This is an optimization exercise on Yosys and OpenROAD, whose aim is small area, a short achievable clock period and few clock cycles, not a production implementation.
The RTL was checked by simulation tests, not by an equivalence proof against the original design.
No activity file was given, so power comes from the tool's default toggle rates.

==> run E <==
## rast_geom
module rast_geom (
    input  wire        clk,
    input  wire        rst,           
    input  wire [47:0] cmd_word,
    input  wire        cmd_valid,
    output wire        cmd_ready,
    input  wire [12:0] rd_addr,
    output wire [7:0]  rd_data
);
clock: 28.0 ns
lec_check: 0
cap_margin: 20
core_margin: 2
core_utilization: 60
slew_margin: 20
standard.sh (not shown) runs the stock make flow with config.mk's settings and CLKGATE_MAP_FILE= SYNTH_SCRIPT=/design/flow/synth_recipe.tcl, a recipe that flattens the netlist after the stock synthesis.
==> flow/flow/run.sh <==
#!/bin/bash
# Standard layout, with timing repair asked for 15 ns of extra setup slack.
set -euo pipefail
bash standard.sh SETUP_SLACK_MARGIN=15 finish > standard_flow.log 2>&1
==> run X (differences from run E) <==
--- a/flow/design.v
+++ b/flow/design.v
@@ -81,69 +81,77 @@
     assign cos_v = nc ? (10'd0 - {1'b0, mc}) : {1'b0, mc};
 endmodule
 module fx_mul #(parameter AW = 16, BW = 16, PW = 24) (
     input  wire [AW-1:0] a,
     input  wire [BW-1:0] b,
     output wire [PW-1:0] p
 );
     localparam ND = BW / 2;
-    localparam W  = AW + 1;              
+    localparam W  = AW + 1;
     wire [BW:0]  bx = {b, 1'b0};
     wire [W-1:0] a1 = {a[AW-1], a};
     wire [W-1:0] a2 = {a, 1'b0};
     function [PW-1:0] kconst;
         input integer dummy;
         integer j;
         reg [PW+W+2*ND:0] c;
         begin
             c = 0;
             for (j = 0; j < ND; j = j + 1)
                 c = c + ({{(PW+2*ND){1'b0}}, 1'b1} << (W + 2*j));
             kconst = ~c[PW-1:0] + 1'b1;
         end
     endfunction
     localparam [PW-1:0] K = kconst(0);
-    reg [PW-1:0]       acc;
-    reg [W-1:0]        mag, pp;
-    reg [PW+2*ND+W:0]  term;
-    reg                neg, one, two;
+    reg [PW-1:0] rows [0:ND];
+    reg [W-1:0]  mag, pp;
+    reg [PW+2*ND+W+2:0] t;
+    reg neg, one, two, nprev;
     integer j;
     always @(*) begin
-        acc = K;
+        nprev = 1'b0;
         for (j = 0; j < ND; j = j + 1) begin
             neg  = bx[2*j+2] & ~(bx[2*j+1] & bx[2*j]);
             one  = bx[2*j+1] ^ bx[2*j];
             two  = (bx[2*j+2] & ~bx[2*j+1] & ~bx[2*j]) | (~bx[2*j+2] & bx[2*j+1] & bx[2*j]);
             mag  = one ? a1 : (two ? a2 : {W{1'b0}});
             pp   = neg ? ~mag : mag;
-            term = {{(PW+2*ND){1'b0}}, ~pp[W-1], pp} << (2*j);
-            acc  = acc + term[PW-1:0] + ({{(PW-1){1'b0}}, neg} << (2*j));
+            t = ({{(PW+2*ND+2){1'b0}}, ~pp[W-1], pp} << 2) | {{(PW+2*ND+W+2){1'b0}}, nprev};
+            if (j == 0) rows[j] = t[PW+1:2];
+            else        rows[j] = t[PW-1:0] << (2*j-2);
+            nprev = neg;
         end
+        rows[ND] = K + ({{(PW-1){1'b0}}, nprev} << (2*ND-2));
+    end
+    reg [PW-1:0] acc;
+    always @(*) begin
+        acc = {PW{1'b0}};
+        for (j = 0; j <= ND; j = j + 1) acc = acc + rows[j];
     end
     assign p = acc;
 endmodule
 module fx_vertex (
     input  wire [12:0] g,
     input  wire        gnz,
     input  wire [23:0] w,
     input  wire [9:0]  t,
     input  wire        n,
     input  wire        sub,
     output wire [12:0] out,
     output wire [12:0] outa,
     output wire [2:0]  e
 );
-    wire [23:0] wa  = (n ? {{14{t[9]}}, t} : 24'd0) - w;
-    wire [12:0] h   = w[20:8];
-    wire [12:0] ha  = wa[20:8];
-    wire [12:0] ng  = ~g + {12'd0, ~gnz};
-    assign out  = sub ? g  - h  : g  + h;
-    assign outa = sub ? ng - ha : ng + ha;
-    assign e    = out[2:0] + outa[2:0];
+    wire [12:0] h  = w[20:8];
+    wire [10:0] cl = (n ? {t[9], t} : 11'd0) - {3'b000, w[7:0]};
+    wire [2:0]  c  = {cl[10], cl[9:8]};                   
+    wire [2:0]  d  = (sub ? (3'd0 - c) : c) - {2'b00, gnz};
+    assign out  = sub ? g - h : g + h;
+    assign outa = ~out + {{10{d[2]}}, d} + 13'd1;
+    assign e    = d;
 endmodule
 module rast_geom (
     input  wire        clk,
     input  wire        rst,           
     input  wire [47:0] cmd_word,
     input  wire        cmd_valid,
     output wire        cmd_ready,
     input  wire [12:0] rd_addr,
@@ -172,17 +180,17 @@
     reg [23:0] m1r, m2r;             
     reg        mulp;                 
     reg [12:0] fs1, fs0;             
     reg        ns1, ns0;             
     reg [12:0] gc, gs;               
     reg        gcn, gsn;
     reg [12:0] xr, yr;               
     reg [2:0]  exr, eyr;             
-    reg [2:0]  ezr;                  
+    reg [17:0] ezv;                  
     assign cmd_ready = ~busy & ~rst;
     wire accept = cmd_valid & cmd_ready;
     wire [7:0]  opcode = cmd_word[7:0];
     wire [7:0]  fa     = cmd_word[15:8];
     wire [15:0] fh     = cmd_word[23:8];
     wire [15:0] fg_h2  = cmd_word[39:24];
     wire [15:0] fg_bh  = cmd_word[31:16];
     wire [7:0]  fg     = cmd_word[23:16];
@@ -237,29 +245,29 @@
     wire [12:0] g_v  = (st[2] | st[3]) ? m1r[17:5] : (f_x ? gc : gs);
     wire        g_nz = (st[2] | st[3]) ? (m1r[4:0] != 5'd0) : (f_x ? gcn : gsn);
     wire [12:0] w_out, w_outa;
     wire [2:0]  w_e;
     fx_vertex u_fin (
         .g(g_v), .gnz(g_nz), .w(m2r), .t(f_x ? sz : cz), .n(f_h1 ? ns1 : ns0), .sub(f_x),
         .out(w_out), .outa(w_outa), .e(w_e)
     );
-    wire [2:0]  z_e   = ezr;
-    wire [23:0] z_ez  = $signed(z_e) * $signed(zoom);
-    wire [23:0] z_pa  = z_ez - m1r;
+    wire [2:0]  z_e   = m1_xz ? exr : eyr;
+    wire [17:0] z_ez  = $signed(z_e) * $signed(zoom);
+    wire [23:0] z_pa  = {{6{ezv[17]}}, ezv} - m1r;
     wire [7:0]  z_off = f_zx ? 8'd32 : 8'd16;
     wire [7:0]  p2_b  = m1r[23:16] + z_off;
     wire [7:0]  p2_a  = z_pa[23:16] + z_off;
     wire [12:0] c_f   = m2r[17:5];
-    wire [12:0] c_nf  = ~c_f + {12'd0, (m2r[4:0] == 5'd0)};
+    wire        c_z   = (m2r[4:0] == 5'd0);
     wire [12:0] sx8   = {sx, 3'b000};
-    wire [12:0] z2_bp = c_f + sx8;        
-    wire [12:0] z2_bm = c_f - sx8;        
-    wire [12:0] z2_ap = c_nf - sx8;       
-    wire [12:0] z2_am = c_nf + sx8;       
+    wire [12:0] z2_bp = c_f + sx8;                    
+    wire [12:0] z2_bm = c_f - sx8;                    
+    wire [12:0] z2_ap = ~z2_bp + {12'd0, c_z};        
+    wire [12:0] z2_am = ~z2_bm + {12'd0, c_z};        
     always @(posedge clk) begin
         if (rst) begin
             res   <= 16'h0000;
             mulp  <= 1'b0;
             angx  <= 8'h00;
             angy  <= 8'h00;
             angz  <= 8'h00;
             zoom  <= 16'h0100;
@@ -303,17 +311,17 @@
                     default: ;    
                 endcase
             end
         end
     end
     always @(posedge clk) begin
         m1r <= m1p;
         m2r <= m2p;
-        ezr <= m1_xz ? exr : eyr;
+        ezv <= z_ez;
         if (s0 | st[1]) begin
             fs0 <= m1r[17:5];
             ns0 <= (m1r[4:0] != 5'd0);
             fs1 <= m2r[17:5];
             ns1 <= (m2r[4:0] != 5'd0);
         end
         if (st[2]) begin gc <= m1r[17:5]; gcn <= (m1r[4:0] != 5'd0); end
         if (st[3]) begin gs <= m1r[17:5]; gsn <= (m1r[4:0] != 5'd0); end
==> flow/flow/run.sh (replaced) <==
#!/bin/bash
# The standard layout (standard.sh, standard synthesis unchanged) with:
#  - port buffers of buf_4 instead of the default smallest buffer,
#  - timing repair asked for 15 ns of extra setup slack (the clock stays at
#    the design's period; the repair just works harder on the slow paths),
#  - a clock tree of clkbuf_8 cells over sink clusters of up to 16 flops,
#    without dummy balancing loads.
# make's output goes to standard_flow.log; ORFS keeps each step's log under
# orfs/logs/.
set -euo pipefail
bash standard.sh "BUFFER_PORTS_ARGS=-buffer_cell sky130_fd_sc_hd__buf_4" SETUP_SLACK_MARGIN=15 \
  "CTS_ARGS=-sink_clustering_enable -repair_clock_nets -dont_use_dummy_load -buf_list sky130_fd_sc_hd__clkbuf_8 -sink_clustering_size 16 -sink_clustering_max_diameter 60" \
  finish > standard_flow.log 2>&1
==> comparison table <==
Via count of the first global-routing pass: run X 35000; run E 37900
CTS H-tree depth: run X 2; run E 3
LEAKAGE: run X 20.1 nW; run E 21.8 nW
Register-to-Register Setup Slack: run X 18.66 ns; run E 19.09 ns
Routed WL per cell: run X 27.3 µm; run E 27.3 µm
Gates resized, CTS repair: run X 86; run E 235
Total area of multi-input combinational cells: run X 26100 µm²; run E 28300 µm²
Number of placed instances, taps included: run X 5481; run E 5848
Initial antenna violation count: run X 7; run E 1
Mean cell area of the mapped netlist: run X 10.2 µm²; run E 9.85 µm²
Clk. pwr: run X 518 µW; run E 1.00 mW
Worst hold path endpoint: run X angz[4]$_SDFFE_PP0P_; run E angz[3]$_SDFFE_PP0P_
Relative area of non-clock buffer cells in the final design: run X 4.51%; run E 5.44%
Result of the run: run X no timing/DRC/antenna violations; run E no timing/DRC/antenna violations
Post-layout net count: run X 5014; run E 5473
Register cell area after layout: run X 18800 µm²; run E 18500 µm²
Maximum fanout along the worst path: run X 6; run E 26
VDD IR max: run X 0.111 mV; run E 0.142 mV
Internal Power: run X 1.99 mW; run E 2.42 mW
Worst slew margin relative to its limit: run X 23.3%; run E 13.6%
Die ar.: run X 80200 µm²; run E 83100 µm²
Gp weighted congestion: run X 0.995; run E 0.958
Source-to-sink clock delay at the later pin of the worst-skew pair: run X 0.76 ns; run E 0.64 ns
Testbench counts of run E, summed over its fixed seeds: cycles 14,297.
Testbench counts of run X, summed over its fixed seeds: cycles 14,297.

static timing again, ports no longer ideal:
No port has a modelled driver above. Below, the same layouts with a new extraction and two added sets of constraints.
Step 1 assumes that a clkbuf_16 drives the clock port and a buf_2 every other input.
Step 2, shift: input delay + t, output delay - t, t = (earliest + latest rising clock arrival at the registers) / 2. This alone moves slack from input paths to output paths.
Slacks: ideal / step 1 / step 2; pairs: ideal / step 1.
| run | shift t [ns] | setup slack, ns | worst setup path after step 2 | cell pins on the clock port's net |
|---|---|---|---|---|
| run E | 0.699 | 14.354 / 14.146 / 14.146 | input to output | 1 |
| run X | 0.760 | 14.556 / 14.365 / 14.365 | input to output | 1 |
After both steps setup and hold are still met in every run listed. The setup slack of run E, which loses most, moves by -0.208 ns with the drivers and by -0.208 ns with both steps.
